What follows belongs to an exercise in optimizing a design on an open flow for a short achievable clock period and few clock cycles per item; a production flow would make more cautious choices.
RTL that was checked went through simulation tests only; none was proved equivalent to the original.
The RTL of runs 1 and 2 was laid out without a check of its function.
Power figures rest on the tool's default switching activity, not on a simulated workload.

--- flow/run.sh ---
#!/bin/bash
# synth_recipe.tcl (not shown) runs the flow's synth.tcl, then flattens the netlist and writes it again
# the make line also repeats each setting of config.mk as NAME=value (left out here)
make -C /OpenROAD-flow-scripts/flow DESIGN_CONFIG=/design/flow/config.mk WORK_HOME=/design/flow/orfs CLKGATE_MAP_FILE= SYNTH_SCRIPT=/design/flow/synth_recipe.tcl finish
--- flow/config.mk ---
export PLATFORM = sky130hd
export DESIGN_NAME = rle_enc
export DESIGN_NICKNAME = rle_enc
export VERILOG_FILES = /design/flow/design.v
export SDC_FILE = /design/flow/constraint.sdc
export NUM_CORES = 4
export LEC_CHECK = 0
export ABC_CLOCK_PERIOD_IN_PS = 3000
export CAP_MARGIN = 20
export CORE_MARGIN = 2
export CORE_UTILIZATION = 40
export PLACE_DENSITY = 0.6
export SETUP_SLACK_MARGIN = 5
export SLEW_MARGIN = 20
--- flow/constraint.sdc ---
create_clock -name core_clock -period 10.0 [get_ports {clk}]
set_input_delay 2.0000 -clock core_clock [delete_from_list [all_inputs] [get_ports {clk}]]
set_output_delay 2.0000 -clock core_clock [all_outputs]
set_load 0.01 [all_outputs]
--- flow/design.v ---
module rle_enc (
    input  wire        clk,
    input  wire        rst,          
    input  wire        start,        
    input  wire        clear,        
    input  wire [15:0] in_count,     
    input  wire [20:0] cfg,          
    input  wire [15:0] out_cap,      
    output wire [15:0] mem_addr,     
    input  wire [31:0] mem_rdata,    
    output reg         out_valid,
    output reg  [7:0]  out_byte,
    output wire        busy,
    output wire        done,
    output wire        error,
    output reg  [3:0]  cause,
    output reg  [31:0] info,
    output wire [15:0] out_len,      
    output reg  [18:0] out_bits,     
    output reg  [15:0] idx           
);
    localparam [3:0] C_OUT_CAPACITY   = 4'd3,
                     C_VALUE_TOO_WIDE = 4'd4;
    reg busy_r, done_r, error_r;
    reg st1;                         
    assign busy  = busy_r;
    assign done  = done_r;
    assign error = error_r;
    wire start_acc = start && !clear && !rst && !busy_r;
    wire finish;
    reg  tsucc;
    reg [15:0] n_r, cap_r;
    reg [4:0]  ws_r;
    reg [3:0]  r0_r, r1_r, r2_r, r3_r;
    always @(posedge clk) begin
        if (start_acc) begin
            n_r   <= in_count;
            cap_r <= out_cap;
            ws_r  <= cfg[4:0];
            r0_r  <= cfg[8:5];
            r1_r  <= cfg[12:9];
            r2_r  <= cfg[16:13];
            r3_r  <= cfg[20:17];
        end
    end
    always @(posedge clk) begin
        if (rst || clear) begin
            busy_r  <= 1'b0;
            done_r  <= 1'b0;
            error_r <= 1'b0;
            st1     <= 1'b0;
        end else if (start_acc) begin
            busy_r  <= 1'b1;
            done_r  <= 1'b0;
            error_r <= 1'b0;
            st1     <= 1'b1;
        end else begin
            st1 <= 1'b0;
            if (finish) begin
                busy_r  <= 1'b0;
                done_r  <= tsucc;
                error_r <= !tsucc;
            end
        end
    end
    reg [5:0]  k_w;                  
    reg [31:0] k_vm;                 
    reg [15:0] k_m0, k_m1, k_m2, k_m3;   
    reg [4:0]  k_r3;                 
    reg [5:0]  k_c3_0, k_c3_1, k_c3_2, k_c3_3;   
    reg [5:0]  k_c4_0, k_c4_1, k_c4_2, k_c4_3;   
    reg [5:0]  k_fs0, k_fs1, k_fs2, k_fs3;       
    reg [50:0] k_full;               
    wire [5:0] w6  = {1'b0, ws_r} + 6'd1;
    wire [4:0] rr0 = {1'b0, r0_r} + 5'd1;
    wire [4:0] rr1 = {1'b0, r1_r} + 5'd1;
    wire [4:0] rr2 = {1'b0, r2_r} + 5'd1;
    wire [4:0] rr3 = {1'b0, r3_r} + 5'd1;
    wire [32:0] wlim33 = (33'd1 << w6) - 33'd1;
    wire [16:0] m0 = (17'd1 << rr0) - 17'd1;
    wire [16:0] m1 = (17'd1 << rr1) - 17'd1;
    wire [16:0] m2 = (17'd1 << rr2) - 17'd1;
    wire [16:0] m3 = (17'd1 << rr3) - 17'd1;
    always @(posedge clk) begin
        k_w    <= w6;
        k_vm   <= wlim33[31:0];
        k_m0   <= m0[15:0];
        k_m1   <= m1[15:0];
        k_m2   <= m2[15:0];
        k_m3   <= m3[15:0];
        k_r3   <= rr3;
        k_c3_0 <= {1'b0, rr0} + 6'd3;
        k_c3_1 <= {1'b0, rr1} + 6'd3;
        k_c3_2 <= {1'b0, rr2} + 6'd3;
        k_c3_3 <= {1'b0, rr3} + 6'd3;
        k_c4_0 <= {1'b0, rr0} + w6 + 6'd3;
        k_c4_1 <= {1'b0, rr1} + w6 + 6'd3;
        k_c4_2 <= {1'b0, rr2} + w6 + 6'd3;
        k_c4_3 <= {1'b0, rr3} + w6 + 6'd3;
        k_fs0  <= {1'b0, rr0} + w6;
        k_fs1  <= {1'b0, rr1} + w6;
        k_fs2  <= {1'b0, rr2} + w6;
        k_fs3  <= {1'b0, rr3} + w6;
        k_full <= ({35'd0, m3[15:0]} << w6) | (51'd7 << ({1'b0, rr3} + w6));
    end
    localparam FD = 8;               
    reg  [3:0]  fcnt;
    reg  [15:0] raddr, iss_left;
    reg         fe_run;
    reg         v1, l1;
    reg  [31:0] e1;
    reg         ev1, el1;
    reg         first;
    reg  [31:0] e2;                  
    reg         ev2, el2, sn2, tw2;
    assign mem_addr = raddr;
    wire iss = fe_run && (iss_left != 16'd0) && (fcnt < 4'd3);
    always @(posedge clk) begin
        if (rst || clear) begin
            fe_run <= 1'b0;
            v1     <= 1'b0;
            ev1    <= 1'b0;
            ev2    <= 1'b0;
        end else if (st1) begin
            raddr    <= 16'd0;
            iss_left <= n_r;
            fe_run   <= 1'b1;
            v1       <= 1'b0;
            ev1      <= 1'b0;
            ev2      <= 1'b0;
            first    <= 1'b1;
        end else begin
            v1 <= iss;
            l1 <= (iss_left == 16'd1);
            if (iss) begin
                raddr    <= raddr + 16'd1;
                iss_left <= iss_left - 16'd1;
            end
            e1  <= mem_rdata;
            ev1 <= v1;
            el1 <= l1;
            ev2 <= ev1;
            if (ev1) begin
                e2    <= e1;
                el2   <= el1;
                sn2   <= first || (e1 != e2);
                tw2   <= |(e1 & ~k_vm);
                first <= 1'b0;
            end
        end
    end
    reg         cur_v, cur_tw, flush;
    reg  [31:0] cur_val;
    reg  [15:0] cur_lm1, eidx;
    wire        g_flag = |cur_lm1;
    wire        le0    = ~|(cur_lm1 & ~k_m0);
    wire        le1    = ~|(cur_lm1 & ~k_m1);
    wire        le2    = ~|(cur_lm1 & ~k_m2);
    wire [1:0]  g_s    = (!g_flag || le0) ? 2'd0 : le1 ? 2'd1 : le2 ? 2'd2 : 2'd3;
    wire        g_chk  = g_flag && !le0 && !le1 && !le2;
    wire [15:0] g_nfull = cur_lm1 >> k_r3;
    reg         e5v, e5tw, e5fin, e5emp, e5hf, e5flag;
    reg  [1:0]  e5s;
    reg  [31:0] e5val;
    reg  [15:0] e5fld, e5end, e5nfm1;
    wire        ev_out = flush || (ev2 && sn2 && cur_v);
    always @(posedge clk) begin
        e5v <= 1'b0;
        if (st1) begin
            cur_v <= 1'b0;
            eidx  <= 16'd0;
            flush <= (n_r == 16'd0);
        end else begin
            if (ev_out) begin
                e5v    <= 1'b1;
                e5tw   <= cur_tw;
                e5fin  <= flush;
                e5emp  <= !cur_v;
                e5val  <= cur_val;
                e5end  <= flush ? n_r : eidx;
                e5flag <= g_flag;
                e5s    <= g_s;
                e5fld  <= g_chk ? (cur_lm1 & k_m3) : cur_lm1;
                e5hf   <= g_chk && (g_nfull != 16'd0);
                e5nfm1 <= g_nfull - 16'd1;
            end
            if (flush) begin
                flush <= 1'b0;
            end else if (ev2) begin
                if (sn2) begin
                    cur_v   <= 1'b1;
                    cur_val <= e2;
                    cur_lm1 <= 16'd0;
                    cur_tw  <= tw2;
                end else begin
                    cur_lm1 <= cur_lm1 + 16'd1;
                end
                eidx <= eidx + 16'd1;
                if (el2) flush <= 1'b1;
            end
        end
    end
    reg  [5:0]  f5_fs;
    always @(*) begin
        case (e5s)
            2'd0:    f5_fs = k_fs0;
            2'd1:    f5_fs = k_fs1;
            2'd2:    f5_fs = k_fs2;
            default: f5_fs = k_fs3;
        endcase
    end
    wire [50:0] f5_comp = {19'd0, e5val} | ({35'd0, e5fld} << k_w) |
                          ({48'd0, e5flag, e5s} << f5_fs);
    localparam FW = 51 + 2 + 1 + 16 + 1 + 1 + 1 + 16;
    reg  [FW-1:0] fq [0:FD-1];
    wire          push = e5v && !st1;
    wire          pop;
    wire [FW-1:0] fin_w = {f5_comp, e5s, e5tw, e5end, e5fin, e5emp, e5hf, e5nfm1};
    integer q;
    always @(posedge clk) begin
        for (q = 0; q < FD; q = q + 1) begin
            if (pop) begin
                if (push && fcnt == q + 1)
                    fq[q] <= fin_w;
                else if (q < FD - 1)
                    fq[q] <= fq[q + 1];
            end else if (push && fcnt == q) begin
                fq[q] <= fin_w;
            end
        end
        if (st1)
            fcnt <= 4'd0;
        else
            fcnt <= fcnt + {3'd0, push} - {3'd0, pop};
    end
    wire [FW-1:0] hd = fq[0];
    wire [50:0] h_comp = hd[FW-1 -: 51];
    wire [1:0]  h_s    = hd[37:36];
    wire        h_tw   = hd[35];
    wire [15:0] h_end  = hd[34:19];
    wire        h_fin  = hd[18];
    wire        h_emp  = hd[17];
    wire        h_hf   = hd[16];
    wire [15:0] h_nfm1 = hd[15:0];
    reg         gi_v, gi_tw, gi_fin;
    reg  [50:0] gi_comp;
    reg  [5:0]  gi_c1, gi_c2, gi_c3, gi_c4;
    reg  [5:0]  gi_w1, gi_w2, gi_w3, gi_w4;
    reg  [7:0]  gi_lim;              
    reg  [15:0] gi_idx;
    reg  [15:0] last_end;            
    reg  [1:0]  hdr;
    reg         chk, ccz;
    reg  [15:0] ccnt;
    wire        a_take;
    wire        g_rdy = !gi_v || a_take;
    wire        fne   = (fcnt != 4'd0);
    wire        g_pop = g_rdy && (hdr == 2'd2) && fne &&
                        (h_emp || h_tw || !h_hf || (chk && ccz));
    assign pop = g_pop;
    reg  [5:0]  h_c3, h_c4;
    always @(*) begin
        case (h_s)
            2'd0:    begin h_c3 = k_c3_0; h_c4 = k_c4_0; end
            2'd1:    begin h_c3 = k_c3_1; h_c4 = k_c4_1; end
            2'd2:    begin h_c3 = k_c3_2; h_c4 = k_c4_2; end
            default: begin h_c3 = k_c3_3; h_c4 = k_c4_3; end
        endcase
    end
    always @(posedge clk) begin
        if (st1) begin
            hdr      <= 2'd0;
            chk      <= 1'b0;
            gi_v     <= 1'b0;
            last_end <= 16'd0;
        end else if (g_rdy) begin
            gi_v   <= 1'b0;
            gi_tw  <= 1'b0;
            gi_fin <= 1'b0;
            gi_w1  <= 6'd1;
            gi_w2  <= 6'd2;
            gi_w4  <= k_w;
            gi_c1  <= 6'd1;
            gi_c2  <= 6'd3;
            if (hdr == 2'd0) begin
                gi_v    <= 1'b1;
                gi_comp <= {14'd0, 16'd0, n_r, ws_r};
                gi_c1   <= 6'd32;
                gi_c2   <= 6'd37;
                gi_c3   <= 6'd37;
                gi_c4   <= 6'd37;
                gi_lim  <= 8'd91;
                gi_w1   <= 6'd32;
                gi_w2   <= 6'd5;
                gi_w3   <= 6'd0;
                gi_w4   <= 6'd0;
                gi_idx  <= 16'd0;
                hdr     <= 2'd1;
            end else if (hdr == 2'd1) begin
                gi_v    <= 1'b1;
                gi_comp <= {35'd0, r0_r, r1_r, r2_r, r3_r};
                gi_c1   <= 6'd4;
                gi_c2   <= 6'd8;
                gi_c3   <= 6'd12;
                gi_c4   <= 6'd16;
                gi_lim  <= 8'd112;
                gi_w1   <= 6'd4;
                gi_w2   <= 6'd4;
                gi_w3   <= 6'd4;
                gi_w4   <= 6'd4;
                gi_idx  <= 16'd0;
                hdr     <= 2'd2;
            end else if (fne) begin
                gi_v   <= 1'b1;
                gi_idx <= h_end;
                if (h_emp) begin
                    gi_comp <= 51'd0;
                    gi_fin  <= 1'b1;
                    gi_c1   <= 6'd0;
                    gi_c2   <= 6'd0;
                    gi_c3   <= 6'd0;
                    gi_c4   <= 6'd0;
                    gi_lim  <= 8'd128;
                end else if (h_tw) begin
                    gi_tw  <= 1'b1;
                    gi_idx <= last_end;
                    gi_lim <= 8'd128;
                end else if (h_hf && !chk) begin
                    chk     <= 1'b1;
                    ccnt    <= h_nfm1;
                    ccz     <= (h_nfm1 == 16'd0);
                    gi_comp <= (h_comp & {19'd0, k_vm}) | k_full;
                    gi_c3   <= k_c3_3;
                    gi_c4   <= k_c4_3;
                    gi_lim  <= 8'd128 - {2'd0, k_c4_3};
                    gi_w3   <= {1'b0, k_r3};
                end else if (h_hf && !ccz) begin
                    ccnt    <= ccnt - 16'd1;
                    ccz     <= (ccnt == 16'd1);
                    gi_comp <= (h_comp & {19'd0, k_vm}) | k_full;
                    gi_c3   <= k_c3_3;
                    gi_c4   <= k_c4_3;
                    gi_lim  <= 8'd128 - {2'd0, k_c4_3};
                    gi_w3   <= {1'b0, k_r3};
                end else begin
                    chk      <= 1'b0;
                    gi_comp  <= h_comp;
                    gi_c3    <= h_c3;
                    gi_c4    <= h_c4;
                    gi_lim   <= 8'd128 - {2'd0, h_c4};
                    gi_w3    <= h_c3 - 6'd3;
                    gi_fin   <= h_fin;
                    last_end <= h_end;
                end
            end
        end
    end
    reg  [18:0] ab, aroom;
    reg  [7:0]  occ;
    reg         aterm;
    reg         bv, bterm, bsucc;
    reg  [50:0] bcomp;
    reg  [6:0]  brot;
    reg  [3:0]  bnb;                 
    reg  [18:0] bbits;
    reg  [3:0]  bcause;
    reg  [15:0] binfo, bidx;
    assign a_take = gi_v && (occ <= gi_lim) && !aterm && busy_r && !st1;
    wire rs = (aroom[18:6] == 13'd0);
    wire lt1 = rs && (aroom[5:0] < gi_c1);
    wire lt2 = rs && (aroom[5:0] < gi_c2);
    wire lt3 = rs && (aroom[5:0] < gi_c3);
    wire lt4 = rs && (aroom[5:0] < gi_c4);
    wire [18:0] ab_c1 = ab + {13'd0, gi_c1};
    wire [18:0] ab_c2 = ab + {13'd0, gi_c2};
    wire [18:0] ab_c3 = ab + {13'd0, gi_c3};
    wire [18:0] ab_c4 = ab + {13'd0, gi_c4};
    wire [6:0]  lo_c1 = {4'd0, ab[2:0]} + {1'b0, gi_c1};
    wire [6:0]  lo_c2 = {4'd0, ab[2:0]} + {1'b0, gi_c2};
    wire [6:0]  lo_c3 = {4'd0, ab[2:0]} + {1'b0, gi_c3};
    wire [6:0]  lo_c4 = {4'd0, ab[2:0]} + {1'b0, gi_c4};
    always @(posedge clk) begin
        bv    <= 1'b0;
        bterm <= 1'b0;
        bnb   <= 4'd0;
        if (st1) begin
            ab    <= 19'd0;
            aroom <= {cap_r, 3'b000};
            aterm <= 1'b0;
            occ   <= 8'd0;
        end else begin
            occ <= occ + ((a_take && !gi_tw) ? {2'd0, gi_c4} : 8'd0)
                       - (out_valid ? 8'd8 : 8'd0);
            if (a_take) begin
                if (gi_tw) begin
                    aterm  <= 1'b1;
                    bterm  <= 1'b1;
                    bsucc  <= 1'b0;
                    bcause <= C_VALUE_TOO_WIDE;
                    binfo  <= gi_idx;
                    bidx   <= gi_idx;
                    bbits  <= ab;
                end else begin
                    bv    <= 1'b1;
                    bcomp <= gi_comp;
                    brot  <= 7'd0 - ab_c4[6:0];
                    bidx  <= gi_idx;
                    if (lt4) begin
                        aterm  <= 1'b1;
                        bterm  <= 1'b1;
                        bsucc  <= 1'b0;
                        bcause <= C_OUT_CAPACITY;
                        binfo  <= lt1 ? {10'd0, gi_w1} : lt2 ? {10'd0, gi_w2} :
                                  lt3 ? {10'd0, gi_w3} : {10'd0, gi_w4};
                        bbits  <= lt1 ? ab : lt2 ? ab_c1 : lt3 ? ab_c2 : ab_c3;
                        bnb    <= lt1 ? 4'd0 : lt2 ? lo_c1[6:3] :
                                  lt3 ? lo_c2[6:3] : lo_c3[6:3];
                    end else begin
                        ab     <= ab_c4;
                        aroom  <= aroom - {13'd0, gi_c4};
                        bbits  <= ab_c4;
                        bcause <= 4'd0;
                        binfo  <= 16'd0;
                        bsucc  <= 1'b1;
                        bnb    <= lo_c4[6:3];
                        if (gi_fin) begin
                            aterm <= 1'b1;
                            bterm <= 1'b1;
                            bidx  <= n_r;
                            bnb   <= lo_c4[6:3] + {3'd0, (lo_c4[2:0] != 3'd0)};
                        end
                    end
                end
            end
        end
    end
    reg  [57:0]  c1rot;
    reg  [3:0]   c1byte;
    reg          c1v, c1term, c1succ;
    reg  [3:0]   c1nb;
    reg  [18:0]  c1bits;
    reg  [3:0]   c1cause;
    reg  [15:0]  c1info, c1idx;
    wire [57:0] br0 = {7'd0, bcomp};
    wire [57:0] br1 = brot[0] ? {br0[56:0], 1'b0} : br0;
    wire [57:0] br2 = brot[1] ? {br1[55:0], 2'b0} : br1;
    wire [57:0] br3 = brot[2] ? {br2[53:0], 4'b0} : br2;
    always @(posedge clk) begin
        c1v    <= bv && !st1;
        c1term <= bterm && !st1;
        c1nb   <= st1 ? 4'd0 : bnb;
        c1rot  <= br3;
        c1byte <= brot[6:3];
        if (bterm) begin
            c1succ  <= bsucc;
            c1bits  <= bbits;
            c1cause <= bcause;
            c1info  <= binfo;
            c1idx   <= bidx;
        end
    end
    reg  [127:0] rrot;
    reg          rterm, rsucc;
    reg  [3:0]   rnb;
    reg  [18:0]  rbits;
    reg  [3:0]   rcause;
    reg  [15:0]  rinfo, ridx;
    wire [127:0] cw  = {70'd0, c1rot};
    wire [127:0] cr1 = c1byte[0] ? {cw[119:0],  cw[127:120]}  : cw;
    wire [127:0] cr2 = c1byte[1] ? {cr1[111:0], cr1[127:112]} : cr1;
    wire [127:0] cr3 = c1byte[2] ? {cr2[95:0],  cr2[127:96]}  : cr2;
    wire [127:0] cr4 = c1byte[3] ? {cr3[63:0],  cr3[127:64]}  : cr3;
    always @(posedge clk) begin
        rterm <= c1term && !st1;
        rnb   <= st1 ? 4'd0 : c1nb;
        rrot  <= (c1v && !st1) ? cr4 : 128'd0;
        if (c1term) begin
            rsucc  <= c1succ;
            rbits  <= c1bits;
            rcause <= c1cause;
            rinfo  <= c1info;
            ridx   <= c1idx;
        end
    end
    reg  [127:0] ring;
    reg  [5:0]   avail;              
    reg          termr;
    reg  [18:0]  tbits;
    reg  [3:0]   tcause;
    reg  [15:0]  tinfo, tidx;
    reg  [15:0]  rd;
    wire         eact = busy_r && !st1;
    wire         emit = eact && (avail != 6'd0);
    wire [3:0]   slot = ~rd[3:0];
    reg  [127:0] clrm;
    reg  [7:0]   ebyte;
    integer j;
    always @(*) begin
        clrm  = 128'd0;
        ebyte = 8'd0;
        for (j = 0; j < 16; j = j + 1) begin
            if (slot == j[3:0]) begin
                clrm[8*j +: 8] = {8{emit}};
                ebyte = ring[8*j +: 8];
            end
        end
    end
    assign finish = eact && termr && (avail[5:1] == 5'd0);
    assign out_len = rd;
    always @(posedge clk) begin
        if (st1) begin
            ring  <= 128'd0;
            avail <= 6'd0;
            termr <= 1'b0;
            rd    <= 16'd0;
        end else begin
            ring  <= (ring & ~clrm) | rrot;
            avail <= avail + {2'd0, rnb} - {5'd0, emit};
            if (rterm) begin
                termr  <= 1'b1;
                tsucc  <= rsucc;
                tbits  <= rbits;
                tcause <= rcause;
                tinfo  <= rinfo;
                tidx   <= ridx;
            end
            if (emit) rd <= rd + 16'd1;
            if (finish) termr <= 1'b0;
        end
    end
    always @(posedge clk) begin
        if (rst || clear) begin
            out_valid <= 1'b0;
        end else begin
            out_valid <= emit;
        end
        if (emit) out_byte <= ebyte;
        if (finish) begin
            cause    <= tcause;
            info     <= {16'd0, tinfo};
            out_bits <= tbits;
            idx      <= tidx;
        end
    end
endmodule
==> summary.txt, run 1 <==
Yosys top cell by area=edfxtp_1; P_leak=roughly 38 nW; nets=between 8000 and 9000; fin. max-slew vios=0; period utilisation layout=0.4758; I/O pin count=between 200 and 250; Final ANT Viol Nets=0; cells after synthesis=just under 9000; Tot GR Track Use=0.2354; Max Cap Viol=0; Switching Share=0.2893; row count=roughly 180; clk latency of the worst-skew pair=slightly below 0.9 ns; slowest CP cell=dfxtp_4; most frequent cells in the layout=1230 x nor2_1, 1197 x dfxtp_1, 944 x edfxtp_1; CTS Buf Count=approximately 220; sequential share of the synthesized area=0.5650; DR pass1 iterations=6; vias in the first global route=64436; Avg WL per Cell=about 24 um; Layout area overhead=13.30%; fraction of layout cells with a size suffix above 1=0.1102; critical path buffer and inverter count=4; top_reg_cell synth=dfxtp_1; initial DRC count=6858; global route total overflow=0; register area=52420 um2; routed via count=68036; Area after DPL=roughly 100000 um2; Final Hold Fails=0; TritonCTS clock tree=built; Fillers=between 20000 and 25000; Clock Path Buffers=3; Worst path max stage delay=0.83 ns; CTS Sinks=roughly 2100; Core Area=230300 um2; Setup Skew=approximately 0.052 ns; fmax=210.2 MHz; R2R cell count=8; htree depth=4; Final Cell Area=roughly 110000 um2; area of the multi-input gates=37320 um2; largest net degree at the start of global routing=86; Initial Utilization=0.4027; number of distinct library cells after synthesis=roughly 120; first-pass GRT wire length=roughly 420000 um; Clock Tree Root=clkbuf_16; Crit. path cell count=8; Post-synth ARST share=0; slew at the pin with the worst max-slew slack=1.264 ns; status=timing/DRC/antenna clean; initial antenna violation count=16; Gate power share=0.183; CP required=about 11 ns; Post-Syn Area per Cell=roughly 11 um2; hold buffers post-CTS=0; die area=around 240000 um2; Crit. End Element=flip-flop; CP most frequent cell=buf_6; YS warnings=2; Cell Pwr Density=approximately 230 nW/um2; slew margin rel.=0.1544; Flop pwr share=0.468; crit-path cells=inv_1 -> nand2_1 -> a211oi_1 -> o221ai_4 -> buf_6 -> buf_6 -> a31o_4 -> buf_6; unrepaired setup endpoints after global routing=no; Seq cells post-synth=~2100; Via density=5.706; Post-DP HPWL=202400 um; switching pwr=slightly above 7 mW; WL final=284700 um; Worst setup SP type=flip-flop; I/O Buffers=~190; final setup fails=0; Int Pwr=17.54 mW; Mapped Area=between 90000 and 100000 um2; setup_tns=0 ns; commonest non-fill, non-tap cell in the layout=nor2_1; crit path DAT=between 5 and 6 ns; chip width=485.6 um; clk slew on worst S/H paths=roughly 0.070 ns; Worst Hold Path Cells=0; critical path's top delay family=buffers and inverters; worst IR drop on VDD=about 0.16 mV; # DRC=0; post-synth top area share=0.3056; RePlAce Congestion=0.9572; crit path time final=~4.8 ns; synth top area cells=edfxtp_1 31%, dfxtp_1 26%, nor2_1 5.0%; worst hold-check path type=reg2reg; critical path class=reg2reg; clock power share=0.349; Die Height=just under 500 um; Post-synth EDFFs=around 940; critical path peak fanout=between 70 and 80
## Yosys cell counts, drive strengths merged, types with 11 or more instances
cell / n
o31ai: 30
o221ai: 34
nor3: 86
xor2: 115
edfxtp: 944
a31oi: 34
o22ai: 482
a221o: 21
nor4: 40
a21oi: 557
o21ai: 527
nand2b: 37
nand2: 711
o21bai: 11
nand4: 39
ha: 173
mux2i: 313
and2: 48
a21o: 48
dfxtp: 1202
a22oi: 57
o211ai: 88
o22a: 12
nor2b: 53
or3: 34
clkbuf: 373
a2bb2oi: 17
a221oi: 22
or2: 20
nand3: 106
mux4: 82
xnor2: 140
buf: 226
a22o: 27
nor2: 1240
o21a: 46
a211oi: 34
inv: 254
mux2: 271
and3: 39
## logic make-up after synthesis
family          count (synthesis)  synth area share
fa+ha+maj                     183           0.02549
compound gates               2154            0.1465
other cells                     1        0.00004042
flops                        2146            0.5650
simple gates                 2491            0.1147
mux                           666           0.08679
buf+inv                       859           0.03727
xor+xnor                      255           0.02428
## through the flow
stage	instances	power, mW	hold WS (ns)	util	setup WS (ns)
finish	11924	24.68	0.3557	0.4563	5.242
global route	11920	25.77	0.3547	0.4562	5.002
floorplan	8771	14.67	0.3233	-	5.134
global placement	11497	16.00	0.3329	0.4218	4.836
detailed placement	11498	16.15	0.3349	0.4218	4.754
CTS	11910	24.76	0.3567	0.4555	5.011
## layer usage
layer	vias to the layer above	wire length, um	global-route usage
li1	31448	-	-
met1	33415	124800	0.3259
met2	2606	127500	0.3660
met3	557	19400	0.03776
met4	10	12930	0.09860
met5	-	108	0
## final timing paths
check / from / endpoint / slack [ns]
max reg2reg: st1$_SDFF_PN0_ / fq[7][41]$_DFFE_PP_ / 5.24
max: st1$_SDFF_PN0_ / fq[7][41]$_DFFE_PP_ / 5.24
min: brot[3]$_DFFE_PP_ / c1byte[0]$_DFF_P_ / 0.36
min reg2reg: brot[3]$_DFFE_PP_ / c1byte[0]$_DFF_P_ / 0.36
## timing repair
item                                   CTS  global route
pin swaps                                0             1
endpoints found under the hold margin    0             0
setup endpoints to repair              161           250
resized for setup                        6            10
buffers inserted                         0             5
## layout make-up
class	count	share of cell area
sequential	2146	0.4987
multi-input combinational	5766	0.3551
clock buffer	294	0.05813
tap	3026	0.03602
timing repair buffer	309	0.02723
clock inverter	118	0.01532
inverter	260	0.009357
antenna	5	0.0001190
## sequential cells by signal, indices dropped and copies added, names as in the netlist, 19 cells and up
name      count
e5val        32
out_bits     19
ab           19
rrot        128
bcomp        51
aroom        19
k_vm         32
fq          712
ring        128
e2           32
c1bits       19
e1           32
bbits        19
cur_val      32
gi_comp      51
tbits        19
k_full       51
rbits        19
c1rot        58
## power by group through the flow
stage / registers, mW / logic (mW) / clock network, mW
finish: 11.5 / 4.53 / 8.61
global route: 11.7 / 4.99 / 9.11
global placement: 11.7 / 4.33 / 0
CTS: 11.5 / 4.47 / 8.76
detailed placement: 11.7 / 4.44 / 0
floorplan: 11.4 / 3.27 / 0
==> inputs of run 2 (changes only) <==
--- a/flow/design.v
+++ b/flow/design.v
@@ -108,25 +108,21 @@
     reg  [15:0] raddr, iss_left;
     reg         fe_run;
     reg         v1, l1;
-    reg  [31:0] e1;
-    reg         ev1, el1;
     reg         first;
     reg  [31:0] e2;                  
     reg         ev2, el2, sn2, tw2;
     assign mem_addr = raddr;
-    wire iss = fe_run && (iss_left != 16'd0) && (fcnt < 4'd3);
+    wire iss = fe_run && (iss_left != 16'd0) && (fcnt < 4'd4);
     always @(posedge clk) begin
         if (rst || clear) begin
             fe_run <= 1'b0;
             v1     <= 1'b0;
-            ev1    <= 1'b0;
             ev2    <= 1'b0;
         end else if (st1) begin
             raddr    <= 16'd0;
             iss_left <= n_r;
             fe_run   <= 1'b1;
             v1       <= 1'b0;
-            ev1      <= 1'b0;
             ev2      <= 1'b0;
             first    <= 1'b1;
         end else begin
@@ -136,15 +132,12 @@
                 raddr    <= raddr + 16'd1;
                 iss_left <= iss_left - 16'd1;
             end
-            e1  <= mem_rdata;
-            ev1 <= v1;
-            el1 <= l1;
-            ev2 <= ev1;
-            if (ev1) begin
-                e2    <= e1;
-                el2   <= el1;
-                sn2   <= first || (e1 != e2);
-                tw2   <= |(e1 & ~k_vm);
+            ev2 <= v1;
+            if (v1) begin
+                e2    <= mem_rdata;
+                el2   <= l1;
+                sn2   <= first || (mem_rdata != e2);
+                tw2   <= |(mem_rdata & ~k_vm);
                 first <= 1'b0;
             end
         end
@@ -213,27 +206,23 @@
                           ({48'd0, e5flag, e5s} << f5_fs);
     localparam FW = 51 + 2 + 1 + 16 + 1 + 1 + 1 + 16;
     reg  [FW-1:0] fq [0:FD-1];
+    reg  [2:0]    wptr, rptr;
     wire          push = e5v && !st1;
     wire          pop;
     wire [FW-1:0] fin_w = {f5_comp, e5s, e5tw, e5end, e5fin, e5emp, e5hf, e5nfm1};
-    integer q;
     always @(posedge clk) begin
-        for (q = 0; q < FD; q = q + 1) begin
-            if (pop) begin
-                if (push && fcnt == q + 1)
-                    fq[q] <= fin_w;
-                else if (q < FD - 1)
-                    fq[q] <= fq[q + 1];
-            end else if (push && fcnt == q) begin
-                fq[q] <= fin_w;
-            end
-        end
-        if (st1)
+        if (push) fq[wptr] <= fin_w;
+        if (st1) begin
             fcnt <= 4'd0;
-        else
+            wptr <= 3'd0;
+            rptr <= 3'd0;
+        end else begin
             fcnt <= fcnt + {3'd0, push} - {3'd0, pop};
+            if (push) wptr <= wptr + 3'd1;
+            if (pop)  rptr <= rptr + 3'd1;
+        end
     end
-    wire [FW-1:0] hd = fq[0];
+    wire [FW-1:0] hd = fq[rptr];
     wire [50:0] h_comp = hd[FW-1 -: 51];
     wire [1:0]  h_s    = hd[37:36];
     wire        h_tw   = hd[35];
@@ -357,7 +346,10 @@
     end
     reg  [18:0] ab, aroom;
     reg  [7:0]  occ;
-    reg         aterm;
+    reg         a_ok;
+    reg         aterm, afail;
+    reg  [5:0]  f_c1, f_c2, f_c3, f_w1, f_w2, f_w3, f_w4;
+    reg  [15:0] f_idx;
     reg         bv, bterm, bsucc;
     reg  [50:0] bcomp;
     reg  [6:0]  brot;
@@ -365,72 +357,84 @@
     reg  [18:0] bbits;
     reg  [3:0]  bcause;
     reg  [15:0] binfo, bidx;
-    assign a_take = gi_v && (occ <= gi_lim) && !aterm && busy_r && !st1;
-    wire rs = (aroom[18:6] == 13'd0);
-    wire lt1 = rs && (aroom[5:0] < gi_c1);
-    wire lt2 = rs && (aroom[5:0] < gi_c2);
-    wire lt3 = rs && (aroom[5:0] < gi_c3);
-    wire lt4 = rs && (aroom[5:0] < gi_c4);
-    wire [18:0] ab_c1 = ab + {13'd0, gi_c1};
-    wire [18:0] ab_c2 = ab + {13'd0, gi_c2};
-    wire [18:0] ab_c3 = ab + {13'd0, gi_c3};
+    assign a_take = gi_v && a_ok && !aterm && busy_r && !st1;
+    wire        rs    = (aroom[18:6] == 13'd0);
+    wire        lt4   = rs && (aroom[5:0] < gi_c4);
     wire [18:0] ab_c4 = ab + {13'd0, gi_c4};
-    wire [6:0]  lo_c1 = {4'd0, ab[2:0]} + {1'b0, gi_c1};
-    wire [6:0]  lo_c2 = {4'd0, ab[2:0]} + {1'b0, gi_c2};
-    wire [6:0]  lo_c3 = {4'd0, ab[2:0]} + {1'b0, gi_c3};
     wire [6:0]  lo_c4 = {4'd0, ab[2:0]} + {1'b0, gi_c4};
+    wire [7:0]  occ_n = occ - (out_valid ? 8'd8 : 8'd0);
+    wire [7:0]  occ_t = occ_n + {2'd0, gi_c4};
+    wire        flt1  = rs && (aroom[5:0] < f_c1);
+    wire        flt2  = rs && (aroom[5:0] < f_c2);
+    wire        flt3  = rs && (aroom[5:0] < f_c3);
+    wire [18:0] f_len = flt1 ? 19'd0 : flt2 ? {13'd0, f_c1} :
+                        flt3 ? {13'd0, f_c2} : {13'd0, f_c3};
+    wire [6:0]  f_lo  = {4'd0, ab[2:0]} + f_len[6:0];
     always @(posedge clk) begin
         bv    <= 1'b0;
         bterm <= 1'b0;
         bnb   <= 4'd0;
+        afail <= 1'b0;
         if (st1) begin
             ab    <= 19'd0;
             aroom <= {cap_r, 3'b000};
             aterm <= 1'b0;
             occ   <= 8'd0;
+            a_ok  <= 1'b1;
         end else begin
-            occ <= occ + ((a_take && !gi_tw) ? {2'd0, gi_c4} : 8'd0)
-                       - (out_valid ? 8'd8 : 8'd0);
+            if (a_take && !gi_tw && !lt4) begin
+                occ  <= occ_t;
+                a_ok <= (occ_t <= 8'd77);
+            end else begin
+                occ  <= occ_n;
+                a_ok <= (occ_n <= 8'd77);
+            end
             if (a_take) begin
+                bcomp <= gi_comp;
+                brot  <= 7'd0 - ab_c4[6:0];
+                bidx  <= gi_idx;
+                f_c1  <= gi_c1;
+                f_c2  <= gi_c2;
+                f_c3  <= gi_c3;
+                f_w1  <= gi_w1;
+                f_w2  <= gi_w2;
+                f_w3  <= gi_w3;
+                f_w4  <= gi_w4;
+                f_idx <= gi_idx;
                 if (gi_tw) begin
                     aterm  <= 1'b1;
                     bterm  <= 1'b1;
                     bsucc  <= 1'b0;
                     bcause <= C_VALUE_TOO_WIDE;
                     binfo  <= gi_idx;
-                    bidx   <= gi_idx;
                     bbits  <= ab;
+                end else if (lt4) begin
+                    aterm <= 1'b1;
+                    afail <= 1'b1;
                 end else begin
-                    bv    <= 1'b1;
-                    bcomp <= gi_comp;
-                    brot  <= 7'd0 - ab_c4[6:0];
-                    bidx  <= gi_idx;
-                    if (lt4) begin
-                        aterm  <= 1'b1;
-                        bterm  <= 1'b1;
-                        bsucc  <= 1'b0;
-                        bcause <= C_OUT_CAPACITY;
-                        binfo  <= lt1 ? {10'd0, gi_w1} : lt2 ? {10'd0, gi_w2} :
-                                  lt3 ? {10'd0, gi_w3} : {10'd0, gi_w4};
-                        bbits  <= lt1 ? ab : lt2 ? ab_c1 : lt3 ? ab_c2 : ab_c3;
-                        bnb    <= lt1 ? 4'd0 : lt2 ? lo_c1[6:3] :
-                                  lt3 ? lo_c2[6:3] : lo_c3[6:3];
-                    end else begin
-                        ab     <= ab_c4;
-                        aroom  <= aroom - {13'd0, gi_c4};
-                        bbits  <= ab_c4;
-                        bcause <= 4'd0;
-                        binfo  <= 16'd0;
-                        bsucc  <= 1'b1;
-                        bnb    <= lo_c4[6:3];
-                        if (gi_fin) begin
-                            aterm <= 1'b1;
-                            bterm <= 1'b1;
-                            bidx  <= n_r;
-                            bnb   <= lo_c4[6:3] + {3'd0, (lo_c4[2:0] != 3'd0)};
-                        end
+                    bv     <= 1'b1;
+                    ab     <= ab_c4;
+                    aroom  <= aroom - {13'd0, gi_c4};
+                    bbits  <= ab_c4;
+                    bcause <= 4'd0;
+                    binfo  <= 16'd0;
+                    bsucc  <= 1'b1;
+                    bnb    <= lo_c4[6:3];
+                    if (gi_fin) begin
+                        aterm <= 1'b1;
+                        bterm <= 1'b1;
+                        bidx  <= n_r;
+                        bnb   <= lo_c4[6:3] + {3'd0, (lo_c4[2:0] != 3'd0)};
                     end
                 end
+            end else if (afail) begin
+                bv     <= 1'b1;
+                bterm  <= 1'b1;
+                bsucc  <= 1'b0;
+                bcause <= C_OUT_CAPACITY;
+                binfo  <= {10'd0, flt1 ? f_w1 : flt2 ? f_w2 : flt3 ? f_w3 : f_w4};
+                bbits  <= ab + f_len;
+                bnb    <= f_lo[6:3];
             end
         end
     end
==> flow/flow/run.sh (new file) <==
#!/bin/bash
set -euo pipefail
MARGIN=$(cat flow/margin.txt)
bash standard.sh SETUP_SLACK_MARGIN="$MARGIN" finish > make_finish.log 2>&1
==> flow/flow/margin.txt (new file) <==
6.5
==> flow/standard.sh (new file) <==
#!/bin/bash
# synth_recipe.tcl (not shown) runs the flow's synth.tcl, then flattens the netlist and writes it again
# the make line also repeats each setting of config.mk as NAME=value (left out here)
make -C /OpenROAD-flow-scripts/flow DESIGN_CONFIG=/design/flow/config.mk WORK_HOME=/design/flow/orfs CLKGATE_MAP_FILE= SYNTH_SCRIPT=/design/flow/synth_recipe.tcl "${@:-finish}"
--- a/flow/config.mk
+++ b/flow/config.mk
@@ -8,7 +8,6 @@
 export ABC_CLOCK_PERIOD_IN_PS = 3000
 export CAP_MARGIN = 20
 export CORE_MARGIN = 2
-export CORE_UTILIZATION = 40
-export PLACE_DENSITY = 0.6
-export SETUP_SLACK_MARGIN = 5
+export CORE_UTILIZATION = 50
+export PLACE_DENSITY = 0.65
 export SLEW_MARGIN = 20
removed: flow/run.sh
==> run 2 against run 1 <==
Net effect:
- sequential power is 9.6% lower
- hold slack worse by 0.027 ns
- critical path depth is 9 higher
- combinational power hardly changed
- still clean
- synthesized area is 3.2% lower
- register-to-register slack better by 0.62 ns
- wire length is 9.2% lower
- flip-flop and latch count is 7 lower
- largest power group unchanged
- global-route usage is 4.1 points higher
- core utilization is 12 points higher
==> summary.txt, run 2 <==
worst hold-check path type=reg2reg; Post-synth top cells=1461 x edfxtp_1, 716 x nor2_1, 678 x dfxtp_1; largest net degree at the start of global routing=roughly 170; Mapped Area=around 90000 um2; critical path's top delay family=simple AND/OR/NAND/NOR gates; Clock Tree Root=clkbuf_16; register area=57510 um2; WL final=between 200000 and 300000 um; DR pass1 iterations=5; status=timing/DRC/antenna clean; largest reg by FF count=fq; Worst setup SP type=flip-flop; Yosys top cell by area=edfxtp_1; # DRC=0; Post-synth EDFFs=around 1500; slowest CP cell=or4_4; max reg flops=about 700; nets=7307; setup_tns=0 ns; chip width=427.8 um; critical path class=reg2reg; Post-synth ARST share=0; fmax=approximately 240 MHz; row count=155; Fillers=14151; first-pass GRT wire length=375300 um; final setup fails=0; most frequent cell after synthesis=edfxtp_1; commonest non-fill, non-tap cell in the layout=edfxtp_1; Initial Utilization=0.5034; RePlAce Congestion=just under 1; Avg WL per Cell=~27 um; Non-Filler Instances=9605; Cell Pwr Density=approximately 220 nW/um2; vias in the first global route=roughly 56000; unrepaired setup endpoints after global routing=yes; Crit. End Element=flip-flop; placed cells=9061; crit-path cells=or4_4 -> nor4b_4 -> nand3b_1 -> a2111o_2 -> nor2_1 -> a21oi_1 -> or2_4 -> buf_4 -> fa_2 -> nor2b_4 -> o21a_1 -> o21a_1 -> o21ai_2 -> nand2_2 -> nand3_4 -> nor2_4 -> xor2_1; Core Area=178400 um2; CP required=about 11 ns; Tot GR Track Use=0.2762; Final ANT Viol Nets=0; Die Height=~430 um; Worst path max stage delay=approximately 0.56 ns; Final Hold Fails=0; initial DRC count=between 6000 and 7000; critical path buffer and inverter count=1; Post-DP HPWL=roughly 180000 um; routed via count=approximately 58000; CTS Sinks=between 2000 and 2500; synth top area cells=edfxtp_1 49%, dfxtp_1 15%, mux4_2 6.0%; most frequent cells in the layout=1461 x edfxtp_1, 698 x nor2_1, 649 x dfxtp_1; Seq cells post-synth=2139; I/O Buffers=186; sequential share of the synthesized area=0.6396; I/O pin count=a little over 200; Area after DPL=between 90000 and 100000 um2; post-synth top area share=0.4885; initial antenna violation count=17; Final Cell Area=approximately 100000 um2; slew at the pin with the worst max-slew slack=1.234 ns; Max Cap Viol=0; number of distinct library cells after synthesis=between 100 and 150; clk slew on worst S/H paths=0.06 ns; top_reg_cell synth=edfxtp_1; worst IR drop on VDD=approximately 0.15 mV; Setup Skew=about 0.07 ns; global route total overflow=0; crit path time final=between 4 and 5 ns; cells after synthesis=approximately 6800; fraction of layout cells with a size suffix above 1=0.1803; crit path DAT=approximately 4.7 ns; critical path peak fanout=6; Post-Syn Area per Cell=13.28 um2; area of the multi-input gates=a little over 30000 um2; die area=around 180000 um2; CTS Buf Count=210; clk latency of the worst-skew pair=between 0.8 and 0.9 ns; Via density=6.029; CP most frequent cell=o21a_1; TritonCTS clock tree=built; htree depth=4; period utilisation layout=0.4137; Layout area overhead=15.18%; fin. max-slew vios=0; slew margin rel.=0.1771; Regs by FF count=fq x712, ring x128, rrot x128; P_leak=approximately 36 nW; Clock Path Buffers=3; YS warnings=1
==> run 2: cell types whose count changed after synthesis, sizes merged, moves of 297 or more <==
cell and change:
edfxtp +517, dfxtp -524, nor2 -524, o22ai -341
o21ai -304, nand2 -297
==> run 2: stage by stage <==
| step | total power [mW] | hold slack (ns) | util | worst slack [ns] |
|---|---|---|---|---|
| floorplan | 13.31 | 0.3233 | - | 6.114 |
| global placement | 14.71 | 0.3248 | 0.5286 | 5.057 |
| detailed placement | 14.76 | 0.3278 | 0.5286 | 4.928 |
| CTS | 22.91 | 0.3198 | 0.5744 | 5.852 |
| global route | 23.75 | 0.3515 | 0.5798 | 5.650 |
| finish | 22.92 | 0.3284 | 0.5798 | 5.863 |
==> run 2: layout make-up <==
cell class	count	share of cell area
clock buffer	295	0.05784
tap	2355	0.02849
sequential	2139	0.5560
timing repair inverter	2	0.0001210
antenna	2	0.00004838
multi-input combinational	4042	0.3008
clock inverter	104	0.01121
timing repair buffer	428	0.03642
inverter	238	0.009132
==> run 2: where the power goes <==
group	switching [mW]	internal [mW]	total (mW)
Combinational	2.76	1.73	4.50
Sequential	0.360	10.0	10.4
Clock	3.43	4.62	8.04
Total	6.55	16.4	22.9
==> run 2: per-layer routing <==
layer | wire (um) | track usage | vias to the layer above
met3 | 21690 | 0.05079 | 529
met4 | 11730 | 0.1143 | 12
met1 | 108100 | 0.3877 | 28827
li1 | - | - | 25878
met2 | 116900 | 0.4253 | 2660
met5 | 85 | 0 | -
==> run 2: path summary, 6_finish.rpt <==
check	start	end	slack (ns)	cells past startpoint
hold reg to reg	brot[4]$_DFFE_PP_	c1byte[1]$_DFF_P_	0.33	0
setup reg to reg	aroom[12]$_DFFE_PP_	bbits[14]$_DFFE_PP_	5.86	17
hold / removal	brot[4]$_DFFE_PP_	c1byte[1]$_DFF_P_	0.33	0
setup / recovery	aroom[12]$_DFFE_PP_	bbits[14]$_DFFE_PP_	5.86	17
==> run 2: timing repair <==
item,CTS,global route
resized for setup,507,108
gates cloned,4,5
hold buffers,0,0
buffers inserted,84,50
endpoints found under the setup margin,1045,538
pin swaps,24,39
==> run 2: cells by family after synthesis <==
group                      synth area share
AOI/OAI and AO/OA                   0.08826
muxes                                0.1070
xor gates and xnor gates            0.02736
DFF                                  0.6396
and+or+nand+nor                     0.08777
adders and majority gates           0.02293
buffers and inverters               0.02704
other                            0.00004175
==> inputs of run 3 (changes only) <==
--- a/flow/design.v
+++ b/flow/design.v
@@ -22,11 +22,12 @@
     localparam [3:0] C_OUT_CAPACITY   = 4'd3,
                      C_VALUE_TOO_WIDE = 4'd4;
     reg busy_r, done_r, error_r;
+    reg run_r;                       
     reg st1;                         
     assign busy  = busy_r;
     assign done  = done_r;
     assign error = error_r;
-    wire start_acc = start && !clear && !rst && !busy_r;
+    wire start_acc = start && !clear && !rst && !run_r;
     wire finish;
     reg  tsucc;
     reg [15:0] n_r, cap_r;
@@ -43,25 +44,13 @@
             r3_r  <= cfg[20:17];
         end
     end
+    wire ctl_ok = !rst && !clear;
     always @(posedge clk) begin
-        if (rst || clear) begin
-            busy_r  <= 1'b0;
-            done_r  <= 1'b0;
-            error_r <= 1'b0;
-            st1     <= 1'b0;
-        end else if (start_acc) begin
-            busy_r  <= 1'b1;
-            done_r  <= 1'b0;
-            error_r <= 1'b0;
-            st1     <= 1'b1;
-        end else begin
-            st1 <= 1'b0;
-            if (finish) begin
-                busy_r  <= 1'b0;
-                done_r  <= tsucc;
-                error_r <= !tsucc;
-            end
-        end
+        st1     <= start_acc;
+        busy_r  <= ctl_ok && (start_acc || (busy_r && !finish));
+        run_r   <= ctl_ok && (start_acc || (run_r && !finish));
+        done_r  <= ctl_ok && !start_acc && (done_r || (finish && tsucc));
+        error_r <= ctl_ok && !start_acc && (error_r || (finish && !tsucc));
     end
     reg [5:0]  k_w;                  
     reg [31:0] k_vm;                 
@@ -71,23 +60,22 @@
     reg [5:0]  k_c4_0, k_c4_1, k_c4_2, k_c4_3;   
     reg [5:0]  k_fs0, k_fs1, k_fs2, k_fs3;       
     reg [50:0] k_full;               
-    wire [5:0] w6  = {1'b0, ws_r} + 6'd1;
-    wire [4:0] rr0 = {1'b0, r0_r} + 5'd1;
-    wire [4:0] rr1 = {1'b0, r1_r} + 5'd1;
-    wire [4:0] rr2 = {1'b0, r2_r} + 5'd1;
-    wire [4:0] rr3 = {1'b0, r3_r} + 5'd1;
-    wire [32:0] wlim33 = (33'd1 << w6) - 33'd1;
-    wire [16:0] m0 = (17'd1 << rr0) - 17'd1;
-    wire [16:0] m1 = (17'd1 << rr1) - 17'd1;
-    wire [16:0] m2 = (17'd1 << rr2) - 17'd1;
-    wire [16:0] m3 = (17'd1 << rr3) - 17'd1;
-    always @(posedge clk) begin
+    reg [5:0]  w6;
+    reg [4:0]  rr0, rr1, rr2, rr3;
+    reg [15:0] m3;
+    always @(posedge clk) begin
+        w6     <= {1'b0, ws_r} + 6'd1;
+        rr0    <= {1'b0, r0_r} + 5'd1;
+        rr1    <= {1'b0, r1_r} + 5'd1;
+        rr2    <= {1'b0, r2_r} + 5'd1;
+        rr3    <= {1'b0, r3_r} + 5'd1;
         k_w    <= w6;
-        k_vm   <= wlim33[31:0];
-        k_m0   <= m0[15:0];
-        k_m1   <= m1[15:0];
-        k_m2   <= m2[15:0];
-        k_m3   <= m3[15:0];
+        k_vm   <= ~(32'hFFFFFFFF << ({1'b0, ws_r} + 6'd1));
+        k_m0   <= ~(16'hFFFF << rr0);
+        k_m1   <= ~(16'hFFFF << rr1);
+        k_m2   <= ~(16'hFFFF << rr2);
+        k_m3   <= ~(16'hFFFF << rr3);
+        m3     <= ~(16'hFFFF << rr3);
         k_r3   <= rr3;
         k_c3_0 <= {1'b0, rr0} + 6'd3;
         k_c3_1 <= {1'b0, rr1} + 6'd3;
@@ -101,7 +89,7 @@
         k_fs1  <= {1'b0, rr1} + w6;
         k_fs2  <= {1'b0, rr2} + w6;
         k_fs3  <= {1'b0, rr3} + w6;
-        k_full <= ({35'd0, m3[15:0]} << w6) | (51'd7 << ({1'b0, rr3} + w6));
+        k_full <= ({35'd0, m3} << k_w) | (51'd7 << k_fs3);
     end
     localparam FD = 8;               
     reg  [3:0]  fcnt;
@@ -112,15 +100,17 @@
     reg  [31:0] e2;                  
     reg         ev2, el2, sn2, tw2;
     assign mem_addr = raddr;
+    always @(posedge clk) begin
+        raddr <= start_acc ? 16'd0 : raddr + {15'd0, iss};
+    end
     wire iss = fe_run && (iss_left != 16'd0) && (fcnt < 4'd4);
     always @(posedge clk) begin
         if (rst || clear) begin
             fe_run <= 1'b0;
             v1     <= 1'b0;
             ev2    <= 1'b0;
-        end else if (st1) begin
-            raddr    <= 16'd0;
-            iss_left <= n_r;
+        end else if (start_acc) begin
+            iss_left <= in_count;
             fe_run   <= 1'b1;
             v1       <= 1'b0;
             ev2      <= 1'b0;
@@ -129,7 +119,6 @@
             v1 <= iss;
             l1 <= (iss_left == 16'd1);
             if (iss) begin
-                raddr    <= raddr + 16'd1;
                 iss_left <= iss_left - 16'd1;
             end
             ev2 <= v1;
@@ -159,10 +148,10 @@
     wire        ev_out = flush || (ev2 && sn2 && cur_v);
     always @(posedge clk) begin
         e5v <= 1'b0;
-        if (st1) begin
+        if (start_acc) begin
             cur_v <= 1'b0;
             eidx  <= 16'd0;
-            flush <= (n_r == 16'd0);
+            flush <= (in_count == 16'd0);
         end else begin
             if (ev_out) begin
                 e5v    <= 1'b1;
@@ -212,7 +201,7 @@
     wire [FW-1:0] fin_w = {f5_comp, e5s, e5tw, e5end, e5fin, e5emp, e5hf, e5nfm1};
     always @(posedge clk) begin
         if (push) fq[wptr] <= fin_w;
-        if (st1) begin
+        if (start_acc) begin
             fcnt <= 4'd0;
             wptr <= 3'd0;
             rptr <= 3'd0;
@@ -357,24 +346,26 @@
     reg  [18:0] bbits;
     reg  [3:0]  bcause;
     reg  [15:0] binfo, bidx;
-    assign a_take = gi_v && a_ok && !aterm && busy_r && !st1;
+    assign a_take = gi_v && a_ok && !aterm && run_r && !st1;
     wire        rs    = (aroom[18:6] == 13'd0);
     wire        lt4   = rs && (aroom[5:0] < gi_c4);
     wire [18:0] ab_c4 = ab + {13'd0, gi_c4};
     wire [6:0]  lo_c4 = {4'd0, ab[2:0]} + {1'b0, gi_c4};
-    wire [7:0]  occ_n = occ - (out_valid ? 8'd8 : 8'd0);
+    reg         ov_i;                
+    wire [7:0]  occ_n = occ - (ov_i ? 8'd8 : 8'd0);
     wire [7:0]  occ_t = occ_n + {2'd0, gi_c4};
     wire        flt1  = rs && (aroom[5:0] < f_c1);
     wire        flt2  = rs && (aroom[5:0] < f_c2);
     wire        flt3  = rs && (aroom[5:0] < f_c3);
-    wire [18:0] f_len = flt1 ? 19'd0 : flt2 ? {13'd0, f_c1} :
-                        flt3 ? {13'd0, f_c2} : {13'd0, f_c3};
-    wire [6:0]  f_lo  = {4'd0, ab[2:0]} + f_len[6:0];
+    reg         afail2;
+    reg  [5:0]  f_len;
+    wire [6:0]  f_lo  = {4'd0, ab[2:0]} + {1'b0, f_len};
     always @(posedge clk) begin
         bv    <= 1'b0;
         bterm <= 1'b0;
         bnb   <= 4'd0;
         afail <= 1'b0;
+        afail2 <= 1'b0;
         if (st1) begin
             ab    <= 19'd0;
             aroom <= {cap_r, 3'b000};
@@ -428,12 +419,15 @@
                     end
                 end
             end else if (afail) begin
+                afail2 <= 1'b1;
+                binfo  <= {10'd0, flt1 ? f_w1 : flt2 ? f_w2 : flt3 ? f_w3 : f_w4};
+                f_len  <= flt1 ? 6'd0 : flt2 ? f_c1 : flt3 ? f_c2 : f_c3;
+            end else if (afail2) begin
                 bv     <= 1'b1;
                 bterm  <= 1'b1;
                 bsucc  <= 1'b0;
                 bcause <= C_OUT_CAPACITY;
-                binfo  <= {10'd0, flt1 ? f_w1 : flt2 ? f_w2 : flt3 ? f_w3 : f_w4};
-                bbits  <= ab + f_len;
+                bbits  <= ab + {13'd0, f_len};
                 bnb    <= f_lo[6:3];
             end
         end
@@ -463,29 +457,12 @@
             c1idx   <= bidx;
         end
     end
-    reg  [127:0] rrot;
-    reg          rterm, rsucc;
-    reg  [3:0]   rnb;
-    reg  [18:0]  rbits;
-    reg  [3:0]   rcause;
-    reg  [15:0]  rinfo, ridx;
     wire [127:0] cw  = {70'd0, c1rot};
     wire [127:0] cr1 = c1byte[0] ? {cw[119:0],  cw[127:120]}  : cw;
     wire [127:0] cr2 = c1byte[1] ? {cr1[111:0], cr1[127:112]} : cr1;
     wire [127:0] cr3 = c1byte[2] ? {cr2[95:0],  cr2[127:96]}  : cr2;
     wire [127:0] cr4 = c1byte[3] ? {cr3[63:0],  cr3[127:64]}  : cr3;
-    always @(posedge clk) begin
-        rterm <= c1term && !st1;
-        rnb   <= st1 ? 4'd0 : c1nb;
-        rrot  <= (c1v && !st1) ? cr4 : 128'd0;
-        if (c1term) begin
-            rsucc  <= c1succ;
-            rbits  <= c1bits;
-            rcause <= c1cause;
-            rinfo  <= c1info;
-            ridx   <= c1idx;
-        end
-    end
+    wire [127:0] rrot = c1v ? cr4 : 128'd0;
     reg  [127:0] ring;
     reg  [5:0]   avail;              
     reg          termr;
@@ -493,9 +470,10 @@
     reg  [3:0]   tcause;
     reg  [15:0]  tinfo, tidx;
     reg  [15:0]  rd;
-    wire         eact = busy_r && !st1;
+    wire         eact = run_r && !st1;
     wire         emit = eact && (avail != 6'd0);
-    wire [3:0]   slot = ~rd[3:0];
+    reg  [3:0]   sp;                 
+    wire [3:0]   slot = ~sp;
     reg  [127:0] clrm;
     reg  [7:0]   ebyte;
     integer j;
@@ -516,34 +494,35 @@
             ring  <= 128'd0;
             avail <= 6'd0;
             termr <= 1'b0;
-            rd    <= 16'd0;
         end else begin
             ring  <= (ring & ~clrm) | rrot;
-            avail <= avail + {2'd0, rnb} - {5'd0, emit};
-            if (rterm) begin
+            avail <= avail + {2'd0, c1nb} - {5'd0, emit};
+            if (c1term) begin
                 termr  <= 1'b1;
-                tsucc  <= rsucc;
-                tbits  <= rbits;
-                tcause <= rcause;
-                tinfo  <= rinfo;
-                tidx   <= ridx;
+                tsucc  <= c1succ;
+                tbits  <= c1bits;
+                tcause <= c1cause;
+                tinfo  <= c1info;
+                tidx   <= c1idx;
             end
-            if (emit) rd <= rd + 16'd1;
             if (finish) termr <= 1'b0;
         end
     end
     always @(posedge clk) begin
+        rd <= st1 ? 16'd0 : rd + {15'd0, emit};
+        sp <= st1 ? 4'd0 : sp + {3'd0, emit};
+        ov_i <= emit;
+    end
+    always @(posedge clk) begin
         if (rst || clear) begin
             out_valid <= 1'b0;
         end else begin
             out_valid <= emit;
         end
-        if (emit) out_byte <= ebyte;
-        if (finish) begin
-            cause    <= tcause;
-            info     <= {16'd0, tinfo};
-            out_bits <= tbits;
-            idx      <= tidx;
-        end
+        out_byte <= ebyte;
+        cause    <= tcause;
+        info     <= {16'd0, tinfo};
+        out_bits <= tbits;
+        idx      <= tidx;
     end
 endmodule
==> flow/flow/margin.txt (replaced) <==
7.5
--- a/flow/config.mk
+++ b/flow/config.mk
@@ -8,6 +8,6 @@
 export ABC_CLOCK_PERIOD_IN_PS = 3000
 export CAP_MARGIN = 20
 export CORE_MARGIN = 2
-export CORE_UTILIZATION = 50
-export PLACE_DENSITY = 0.65
+export CORE_UTILIZATION = 55
+export PLACE_DENSITY = 0.7
 export SLEW_MARGIN = 20
==> run 3 against run 2 <==
Net effect:
- still clean
- via count fell by 1.2%
- sequential share of layout area fell by 5.0 points
- non-clock buffer count rose by 393
- core utilization rose by 12 points
- global-route usage rose by 5.6 points
- critical path depth fell by 16
- critical path type is now reg2out
- largest cell class unchanged
==> summary.txt, run 3 <==
status=timing/DRC/antenna clean; synth top area cells=edfxtp_1 48%, dfxtp_1 16%, mux4_2 6.7%; fraction of layout cells with a size suffix above 1=0.3247; Die Height=around 400 um; Final Cell Area=roughly 110000 um2; Tot GR Track Use=0.3317; final setup fails=0; critical path class=reg2out; Area after DPL=around 87000 um2; initial antenna violation count=15; Worst setup SP type=flip-flop; Final ANT Viol Nets=0; most frequent cell after synthesis=edfxtp_1; setup_tns=0 ns; Via density=about 6.4; Crit. End Element=output port; largest net degree at the start of global routing=102; critical path peak fanout=3; Worst path max stage delay=0.37 ns; Regs by FF count=fq x712, ring x128, c1rot x58; period utilisation layout=0.3315; Mapped Area=slightly above 80000 um2; Seq cells post-synth=~2000; crit path time final=between 3 and 4 ns; DR pass1 iterations=8; critical path buffer and inverter count=1; initial DRC count=7008; hold buffers post-CTS=0; die area=154100 um2; TritonCTS clock tree=built; Setup Skew=0.06055 ns; Avg WL per Cell=30.23 um; slew at the pin with the worst max-slew slack=around 1.0 ns; register area=about 53000 um2; slew margin rel.=0.3297; unrepaired setup endpoints after global routing=yes; post-synth top area share=0.4830; # DRC=0; largest reg by FF count=fq; top_reg_cell synth=edfxtp_1; vias in the first global route=about 54000; worst hold-check path type=reg2reg; Tot Pwr=around 24 mW; Layout area overhead=27.17%; CP required=approximately 8.0 ns; Max Cap Viol=0; I/O pin count=about 200; htree depth=4; fin. max-slew vios=0; routed via count=57193; critical path's top delay family=flip-flops; WL final=between 200000 and 300000 um; Yosys top cell by area=edfxtp_1; clk latency of the worst-skew pair=roughly 0.85 ns; Post-Syn Area per Cell=~14 um2; CTS Buf Count=roughly 200; Fillers=around 9400; sequential share of the synthesized area=0.6412; commonest non-fill, non-tap cell in the layout=edfxtp_1; most frequent cells in the layout=1336 x edfxtp_1, 560 x dfxtp_1, 428 x nor2_1; slowest CP cell=dfxtp_2; RePlAce Congestion=0.9761; Post-synth top cells=1336 x edfxtp_1, 656 x dfxtp_1, 487 x nor2_1; Core Area=roughly 150000 um2; cells after synthesis=6057; Post-synth ARST share=0; Post-DP HPWL=157300 um; Clock Path Buffers=3; Initial Utilization=0.5539; YS warnings=1; area of the multi-input gates=around 32000 um2; nets=6991; CTS Sinks=between 1500 and 2000; clk slew on worst S/H paths=around 0.060 ns; number of distinct library cells after synthesis=88; utilization after layout=0.7044; I/O Buffers=between 150 and 200; global route total overflow=0; Cell Pwr Density=between 200 and 250 nW/um2; P_leak=roughly 38 nW; fmax=around 300 MHz; Final Hold Fails=0; row count=~140; worst IR drop on VDD=between 0.2 and 0.25 mV; chip width=~390 um; crit-path cells=buf_6; first-pass GRT wire length=370000 um; max reg flops=around 710; Clock Tree Root=clkbuf_16; crit path DAT=1.31 ns; Post-synth EDFFs=approximately 1300
## run 3: routing by layer
| metal | vias to the layer above | GRT usage | routed length (um) |
|---|---|---|---|
| met3 | 768 | 0.06406 | 28050 |
| met2 | 3498 | 0.5158 | 125100 |
| met1 | 28673 | 0.4520 | 101700 |
| met4 | 12 | 0.1577 | 15960 |
| li1 | 24242 | - | - |
| met5 | - | 0 | 89 |
## run 3: path summary, 6_finish.rpt
path         depth (start not counted)  slack (ns)                 start                     end
max                                  1        6.69  raddr[12]$_SDFF_PP0_            mem_addr[12]
min                                  0        0.34    tbits[0]$_DFFE_PP_     out_bits[0]$_DFF_P_
max reg2reg                         12        7.05             flip-flop  gi_w3[4]$_SDFFCE_PN0P_
min reg2reg                          0        0.34    tbits[0]$_DFFE_PP_     out_bits[0]$_DFF_P_
## run 3: cells by family (layout without fill, tap and decap cells)
logic type	count (synthesis)	in the layout	share of synthesized area
multiplexers	710	710	0.1269
AND/OR/NAND/NOR	1366	1375	0.07490
flip-flops	1992	1992	0.6412
buffers and inverters	544	1404	0.02704
XOR/XNOR	244	244	0.02573
other	1	20	0.00004515
adder cells (fa/ha/maj)	131	131	0.02064
AO/OA/AOI/OAI	1069	1071	0.08354
## run 3: power by group
part | switching [mW] | total (mW) | leakage (nW) | internal, mW
sequential | 0.412 | 9.76 | 17.5 | 9.35
clock | 3.32 | 7.56 | 3.25 | 4.25
combinational | 3.44 | 6.40 | 17.1 | 2.96
total | 7.17 | 23.7 | 37.9 | 16.6
## run 3: final cells by class
| cell class | count | share of cell area |
|---|---|---|
| sequential | 1992 | 0.5057 |
| inverter | 209 | 0.008209 |
| timing repair buffer | 821 | 0.09444 |
| clock inverter | 120 | 0.01214 |
| antenna | 3 | 0.00007108 |
| timing repair inverter | 3 | 0.0003435 |
| tap | 2016 | 0.02388 |
| multi-input combinational | 3548 | 0.3039 |
| clock buffer | 251 | 0.05133 |
## run 3: through the flow
step	instances	hold slack, ns	setup WS (ns)
after floorplan	6073	0.3233	5.753
after global placement	8021	0.3233	5.142
after detailed placement	8021	0.3268	5.091
after CTS	8764	0.3411	6.651
after global routing	8960	0.3439	6.652
final	8963	0.3374	6.685
## run 3: timing repair
item	4_1_cts	5_1_grt
cloned	57	36
pin swaps	152	199
endpoints found under the setup margin	1984	1422
gates resized for setup	1334	609
setup buffers	315	160
Testbench counts of run 3, summed over its fixed seeds: cycles 290,411, elements 287,431.
==> inputs of run 4 (changes only) <==
--- a/flow/config.mk
+++ b/flow/config.mk
@@ -9,5 +9,7 @@
 export CAP_MARGIN = 20
 export CORE_MARGIN = 2
 export CORE_UTILIZATION = 55
+export CTS_CLUSTER_DIAMETER = 100
+export CTS_CLUSTER_SIZE = 25
 export PLACE_DENSITY = 0.7
 export SLEW_MARGIN = 20
==> run 4 against run 3 <==
Net effect:
- still clean on timing, DRC and antenna
- final cell count is 1.8% lower
- largest power group unchanged
- non-clock buffer count is 38 higher
- fmax is 1.1% higher
- final area is 2.8% lower
- sequential power hardly changed
- core utilization is 2.0 points lower
- hold slack better by 0.0079 ns
- via count is 1.8% lower
- clock power is 42% lower
- sequential share of layout area is 1.4 points higher
- wire length is 2.9% lower
- synthesized cell count stayed put
==> summary.txt, run 4 <==
Final Hold Fails=0; largest reg by FF count=fq; routed via count=around 56000; slew margin rel.=0.2918; worst hold-check path type=reg2reg; end of the worst register-to-register path=fcnt[2]$_SDFF_PP0_; Setup WS post-layout=around 6.7 ns; I/O Buffers=about 190; DR pass1 iterations=8; Post-DP HPWL=around 160000 um; critical path peak fanout=3; first-pass GRT wire length=366200 um; CTS Buf Count=90; final setup fails=0; CP required=around 8.0 ns; synth top area cells=edfxtp_1 48%, dfxtp_1 16%, mux4_2 6.7%; Worst setup SP type=flip-flop; Cell Pwr Density=between 200 and 250 nW/um2; Place WS=5.091 ns; WL final=about 260000 um; initial antenna violation count=19; sequential share of the synthesized area=0.6412; critical path class=reg2out; Die Height=just under 400 um; # DRC=0; post-synth top area share=0.4830; Post-synth EDFFs=~1300; Post-Syn Area per Cell=13.71 um2; Max Cap Viol=0; fin. max-slew vios=0; largest net degree at the start of global routing=102; Clock Path Buffers=3; Via density=6.385; critical path's top delay family=flip-flops; R2R cell count=14; initial DRC count=~6800; fraction of layout cells with a size suffix above 1=0.3163; clk slew on worst S/H paths=0.11 ns; I/O pin count=around 200; Clock Tree Root=clkbuf_16; Yosys top cell by area=edfxtp_1; CTS Sinks=~2000; period utilisation layout=0.3279; YS warnings=1; Post-synth ARST share=0; status=timing/DRC/antenna clean; RePlAce Congestion=a little under 1; utilization after layout=0.6847; Hold Path Sink=out_bits[7]$_DFF_P_; Core Area=~150000 um2; setup_tns=0 ns; P_leak=between 30 and 40 nW; Post-synth top cells=1336 x edfxtp_1, 656 x dfxtp_1, 487 x nor2_1; commonest non-fill, non-tap cell in the layout=edfxtp_1; Hold Path Origin=tbits[7]$_DFFE_PP_; max reg flops=around 710; die area=about 150000 um2; worst IR drop on VDD=approximately 0.19 mV; global route total overflow=0; Final ANT Viol Nets=0; Avg WL per Cell=around 30 um; unrepaired setup endpoints after global routing=yes; top_reg_cell synth=edfxtp_1; number of distinct library cells after synthesis=88; htree depth=3; Seq cells post-synth=1992; crit-path cells=buf_6; Setup Skew=about 0.056 ns; Worst Hold Path Cells=0; crit path time final=about 3.3 ns; Fillers=roughly 9900; fmax=between 300 and 400 MHz; Crit. End Element=output port; R2R setup slack=about 7 ns; Worst path max stage delay=roughly 0.37 ns; clk latency of the worst-skew pair=about 0.8 ns; Layout area overhead=23.63%; most frequent cells in the layout=1336 x edfxtp_1, 561 x dfxtp_1, 385 x nor2_1; cells after synthesis=between 6000 and 7000; slowest CP cell=dfxtp_2; slew at the pin with the worst max-slew slack=roughly 1.1 ns; Regs by FF count=fq x712, ring x128, c1rot x58; nets=a little under 7000; most frequent cell after synthesis=edfxtp_1; TritonCTS clock tree=built; chip width=about 390 um; row count=about 140; Initial Utilization=0.5539; critical path buffer and inverter count=1; crit path DAT=1.28 ns; Mapped Area=between 80000 and 90000 um2; Tot GR Track Use=0.3286; vias in the first global route=~53000
-- run 4: cell counts after synthesis --
No cell type changed its count.
-- run 4: layout make-up --
| cell class | instances | area, um2 | share of cell area |
|---|---|---|---|
| diodes | 5 | 12.51 | 0.0001219 |
| multi-input cells | 3548 | 32410 | 0.3157 |
| repair inverters | 4 | 43.79 | 0.0004265 |
| clock inverters | 10 | 185.2 | 0.001803 |
| clock buffers | 157 | 2525 | 0.02459 |
| well taps | 2016 | 2522 | 0.02457 |
| inverters | 209 | 864.6 | 0.008420 |
| flip-flops and latches | 1992 | 53410 | 0.5201 |
| repair buffers | 859 | 10710 | 0.1043 |
-- run 4: per-stage QoR --
step           std cells  cell area, um2  hold slack (ns)  power [mW]
2_1_floorplan       6073           83610           0.3233       12.63
3_3_place_gp        8021           87110           0.3233       13.90
3_5_place_dp        8021           87110           0.3268       13.95
4_1_cts             8628           98430           0.3434       19.82
5_1_grt             8797          102700           0.3552       21.31
6_report            8800          102700           0.3454       20.68
-- run 4: worst max path at each step --
stage / from / to / slack [ns] / depth (start not counted)
global placement: clear / iss_left[2]$_DFFE_PP_ / 5.14 / 6
CTS: error_r$_DFF_P_ / error / 6.71 / 1
finish: raddr[15]$_SDFF_PP0_ / mem_addr[15] / 6.72 / 1
global route: error_r$_DFF_P_ / error / 6.69 / 1
detailed placement: clear / iss_left[2]$_DFFE_PP_ / 5.09 / 6
floorplan: start / e5emp$_DFFE_PP_ / 5.75 / 5
-- run 4: per-layer routing --
layer / share of wire / GRT usage
met1: 0.38 / 0.4535
met2: 0.46 / 0.5083
met3: 0.10 / 0.05795
met4: 0.061 / 0.1581
met5: 0.00044 / 0
-- run 4: kinds of logic after synthesis --
logic type                 after synthesis  synth area share
other                                    1        0.00004515
DFF                                   1992            0.6412
adders and majority gates              131           0.02064
muxes                                  710            0.1269
xor gates and xnor gates               244           0.02573
buffers and inverters                  544           0.02704
and+or+nand+nor                       1366           0.07490
AOI/OAI and AO/OA                     1069           0.08354
-- run 4: where the power goes --
group | internal [mW] | switching [mW] | total [mW]
Sequential | 9.34 | 0.407 | 9.75
Combinational | 3.10 | 3.48 | 6.57
Clock | 1.77 | 2.60 | 4.37
Total | 14.2 | 6.48 | 20.7
-- run 4: repair_timing --
item,4_1_cts,5_1_grt
buffers inserted,359,151
pin swaps,182,229
hold buffers,0,0
gates cloned,81,16
setup endpoints to repair,1996,1581
gates resized for setup,1487,628
